This is an optimization exercise on Yosys and OpenROAD, whose aim is small area, a short achievable clock period and few clock cycles, not a production implementation.
RTL that was checked went through simulation tests only; none was proved equivalent to the original.

## tundra
==> flow/design.v (excerpt) <==
module rtcconv (
    input  wire        clk,
    input  wire        rst,           
    input  wire        bus_wr,
    input  wire        bus_rd,
    input  wire [7:0]  bus_addr,
    input  wire [3:0]  bus_be,
    input  wire [31:0] bus_wdata,
    output reg  [31:0] bus_rdata
);
export LEC_CHECK = 0
export ABC_AREA = 1
export CAP_MARGIN = 20
export CORE_MARGIN = 2
export CORE_UTILIZATION = 40
export SLEW_MARGIN = 20
create_clock -name core_clock -period 100.0 [get_ports {clk}]
run.sh (not shown) runs the stock make flow with config.mk's settings and CLKGATE_MAP_FILE= SYNTH_SCRIPT=/design/flow/synth_recipe.tcl, a recipe that flattens the netlist after the stock synthesis.
tundra finished every step from synthesis to the final layout, and the layout passed the timing, design-rule and antenna checks.
Input changes introduced in maple (baseline for comparison: tundra):
- ABC_AREA no longer set, was 1
==> comparison <==
- Total length of routed met2 wires on maple is up relative to tundra.
- Sequential area share after synthesis essentially unchanged between tundra and maple.
- Going from tundra to maple, area growth from synthesis to final layout closely matched the old numbers; routed wire length increased by about 1.8% relative to the old numbers.
- maple against tundra; post-detailed-route via-to-cell ratio is up by a few percent.
- Logic depth of the worst setup path including buffers, tundra and maple: smaller value in maple
No run of this note included a check of the RTL's function; only the layout flow was run.

Another version of the RTL of rtcconv (not shown whole).
For scale: about 4,600 cells after synthesis, ~310 flip-flops, ~80 I/O pins, roughly 33,000 sq um of cells after synthesis.
Design rtcconv, start of the top module:
module rtcconv (
    input  wire        clk,
    input  wire        rst,           
    input  wire        bus_wr,
    input  wire        bus_rd,
    input  wire [7:0]  bus_addr,
    input  wire [3:0]  bus_be,
    input  wire [31:0] bus_wdata,
    output reg  [31:0] bus_rdata
);
clock: 100.0 ns
lec_check: 0
abc_area: 1
cap_margin: 20
core_margin: 2
core_utilization: 55
cts_buf_list: sky130_fd_sc_hd__clkbuf_8
slew_margin: 20
standard.sh (not shown) runs the stock make flow with config.mk's settings and CLKGATE_MAP_FILE= SYNTH_SCRIPT=/design/flow/synth_recipe.tcl, a recipe that flattens the netlist after the stock synthesis.
==> flow/flow/run.sh <==
#!/bin/bash
set -o pipefail
export BUFFER_PORTS_ARGS="-buffer_cell sky130_fd_sc_hd__buf_2"
export SETUP_SLACK_MARGIN=78.3
bash standard.sh > standard.log 2>&1
Testbench counts at the start, summed over its fixed seeds: cycles 93,191.
==> next run, changes <==
--- a/flow/flow/run.sh
+++ b/flow/flow/run.sh
@@ -4,0 +5 @@
+export CTS_ARGS="-sink_clustering_enable -repair_clock_nets -dont_use_dummy_load -sink_clustering_size 16 -sink_clustering_max_diameter 100 -buf_list sky130_fd_sc_hd__clkbuf_16"
- CTS_BUF_LIST: sky130_fd_sc_hd__clkbuf_8 -> not set
The changed run completed with no timing, DRC or antenna violations.
Worst setup slack gains 0.0039 ns.
Maximum frequency is about the same.
Via count falls by 0.92%.
Routed wire length barely changes.
Cell count falls by 1.2%.
Synthesized area stays the same.
Clock skew rises by 0.054 ns.
Die area is unchanged.

Another version of the RTL of rtcconv (not shown whole).
For scale: ~4600 cells after synthesis, ~310 flip-flops, ~80 I/O pins, ~33000 um^2 of cells after synthesis.
Design rtcconv, start of the top module:
module rtcconv (
    input  wire        clk,
    input  wire        rst,           
    input  wire        bus_wr,
    input  wire        bus_rd,
    input  wire [7:0]  bus_addr,
    input  wire [3:0]  bus_be,
    input  wire [31:0] bus_wdata,
    output reg  [31:0] bus_rdata
);
    localparam A_CMD     = 8'h00;
    localparam A_STATUS  = 8'h04;
    localparam A_ARG     = 8'h08;
    localparam A_RES     = 8'h0C;
    localparam A_TS_LO   = 8'h10;
    localparam A_TS_HI   = 8'h14;
    localparam A_DAYS    = 8'h18;
    localparam A_C_SEC   = 8'h20;
    localparam A_C_MIN   = 8'h24;
    localparam A_C_HOUR  = 8'h28;
    localparam A_C_DOW   = 8'h2C;
    localparam A_C_DAY   = 8'h30;
    localparam A_C_MON   = 8'h34;
    localparam A_C_YOFF  = 8'h38;
    localparam A_TB_SEC  = 8'h40;
    localparam A_TB_MIN  = 8'h44;
    localparam A_TB_HOUR = 8'h48;
    localparam A_TB_DOW  = 8'h4C;
    localparam A_TB_DAY  = 8'h50;
    localparam A_TB_MON  = 8'h54;
    localparam A_TB_YEAR = 8'h58;
    reg [31:0] cmd;
    reg        busy;
    reg [8:0]  flags;         
    reg        ebusy, eacc;   
    reg [8:0]  arg;
    reg [7:0]  res;
    reg [63:0] ts;
    reg [16:0] days;
    reg [7:0]  c_sec, c_min, c_hour, c_dow, c_day, c_mon, c_yoff;
  ...
==> flow/config.mk <==
export PLATFORM = sky130hd
export DESIGN_NAME = rtcconv
export DESIGN_NICKNAME = rtcconv
export VERILOG_FILES = /design/flow/design.v
export SDC_FILE = /design/flow/constraint.sdc
export NUM_CORES = 4
export LEC_CHECK = 0
export ABC_AREA = 1
export CAP_MARGIN = 20
export CORE_MARGIN = 2
export CORE_UTILIZATION = 60
export SLEW_MARGIN = 20
==> flow/constraint.sdc <==
create_clock -name core_clock -period 100.0 [get_ports {clk}]
set_input_delay 20.0000 -clock core_clock [delete_from_list [all_inputs] [get_ports {clk}]]
set_output_delay 20.0000 -clock core_clock [all_outputs]
set_load 0.01 [all_outputs]
==> flow/flow/run.sh <==
#!/bin/bash
set -o pipefail
export BUFFER_PORTS_ARGS="-buffer_cell sky130_fd_sc_hd__buf_2"
bash standard.sh > standard.log 2>&1
Testbench counts at the start, summed over its fixed seeds: cycles 93,191.
Edit:
==> flow/flow/run.sh (replaced) <==
#!/bin/bash
set -o pipefail
export BUFFER_PORTS_ARGS="-buffer_cell sky130_fd_sc_hd__buf_2"
export SETUP_SLACK_MARGIN=78.5
bash standard.sh > standard.log 2>&1
Settings changed: CORE_UTILIZATION 60 to 55, CTS_BUF_LIST set to sky130_fd_sc_hd__clkbuf_8.
After rerunning:
- The new run produced a clean layout
- count of clock-buffer cells in the layout went up by 32
- setup slack gains 1600 ps
Edit:
==> flow/flow/run.sh (replaced) <==
#!/bin/bash
set -o pipefail
export BUFFER_PORTS_ARGS="-buffer_cell sky130_fd_sc_hd__buf_2"
export SETUP_SLACK_MARGIN=78.3
export CTS_ARGS="-sink_clustering_enable -repair_clock_nets -dont_use_dummy_load -sink_clustering_size 16 -sink_clustering_max_diameter 100 -buf_list sky130_fd_sc_hd__clkbuf_16"
bash standard.sh > standard.log 2>&1
Settings changed: CORE_UTILIZATION 55 to 60, CTS_BUF_LIST sky130_fd_sc_hd__clkbuf_8 to unset.
- The changed run completed with no timing, DRC or antenna violations
- setup slack got worse by 160 ps
- worst hold slack improved by 5.4 ps
- cell count shrinks by 3.2%
- design area shrinks by 2.7%
- non-clock buffer count shrinks by 7
- synthesized area stays the same
Edit:
==> flow/flow/run.sh (replaced) <==
#!/bin/bash
set -o pipefail
export BUFFER_PORTS_ARGS="-buffer_cell sky130_fd_sc_hd__buf_2"
export SETUP_SLACK_MARGIN=78.3
export CTS_ARGS="-sink_clustering_enable -repair_clock_nets -dont_use_dummy_load -sink_clustering_size 20 -sink_clustering_max_diameter 100 -buf_list sky130_fd_sc_hd__clkbuf_16"
bash standard.sh > standard.log 2>&1
Settings changed: CORE_UTILIZATION 60 to 55.
Effect:
- synthesized cell count is unchanged
- non-clock buffer count decreases by 1
- utilization decreases by 5.5 points
- cell area barely changes
- global-route usage decreases by 2.6 points
- sequential share of layout area is about the same
- synthesized area stays the same
- via count is about the same
- wire length increases by 2.4%

==> what the ideal ports hide <==
The flow's constraints put no driver on any port. The routed layouts listed below were extracted and timed again, unchanged, in two steps.
Step 1 sets driving cells, clkbuf_16 on the clock port and buf_2 on the other inputs (assumed; they add their load-dependent delay and slew).
Step 2 times the ports against the registers' clock, not the clock port: input delays grow and output delays shrink by t, the midpoint of the rising clock arrivals with the driver on.
Three values: ideal ports, drivers, drivers and shift; two values: the first two.
run | shift t [ns] | setup slack, ns | worst hold slack (ns) | clock arrival spread, ns | slew at the worst register clock pin (ns)
tundra | 0.646 | 76.788 / 76.833 / 76.187 | 0.464 / 0.464 / 0.464 | 0.041 / 0.040 | 0.08 / 0.08
maple | 0.637 | 76.955 / 76.992 / 76.355 | 0.468 / 0.468 / 0.468 | 0.028 / 0.028 | 0.07 / 0.07
the first run of note 2 | 0.752 | 78.199 / 78.238 / 77.487 | 0.465 / 0.465 / 0.465 | 0.042 / 0.041 | 0.08 / 0.08
the second run of note 2 | 0.636 | 78.203 / 78.249 / 77.613 | 0.469 / 0.469 / 0.469 | 0.095 / 0.096 | 0.10 / 0.10
the first run of note 3 | 0.649 | 76.829 / 76.869 / 76.220 | 0.469 / 0.469 / 0.469 | 0.026 / 0.026 | 0.07 / 0.07
the second run of note 3 | 0.782 | 78.424 / 78.436 / 77.654 | 0.460 / 0.460 / 0.460 | 0.058 / 0.058 | 0.08 / 0.08
the third run of note 3 | 0.631 | 78.261 / 78.244 / 77.614 | 0.466 / 0.466 / 0.466 | 0.052 / 0.051 | 0.09 / 0.09
the fourth run of note 3 | 0.599 | 78.316 / 78.331 / 77.732 | 0.475 / 0.475 / 0.475 | 0.110 / 0.110 | 0.11 / 0.11
After both steps every run listed still meets setup and hold. The setup slack of the second run of note 3, which loses most, moves by +0.012 ns with the drivers and by -0.770 ns with both steps.
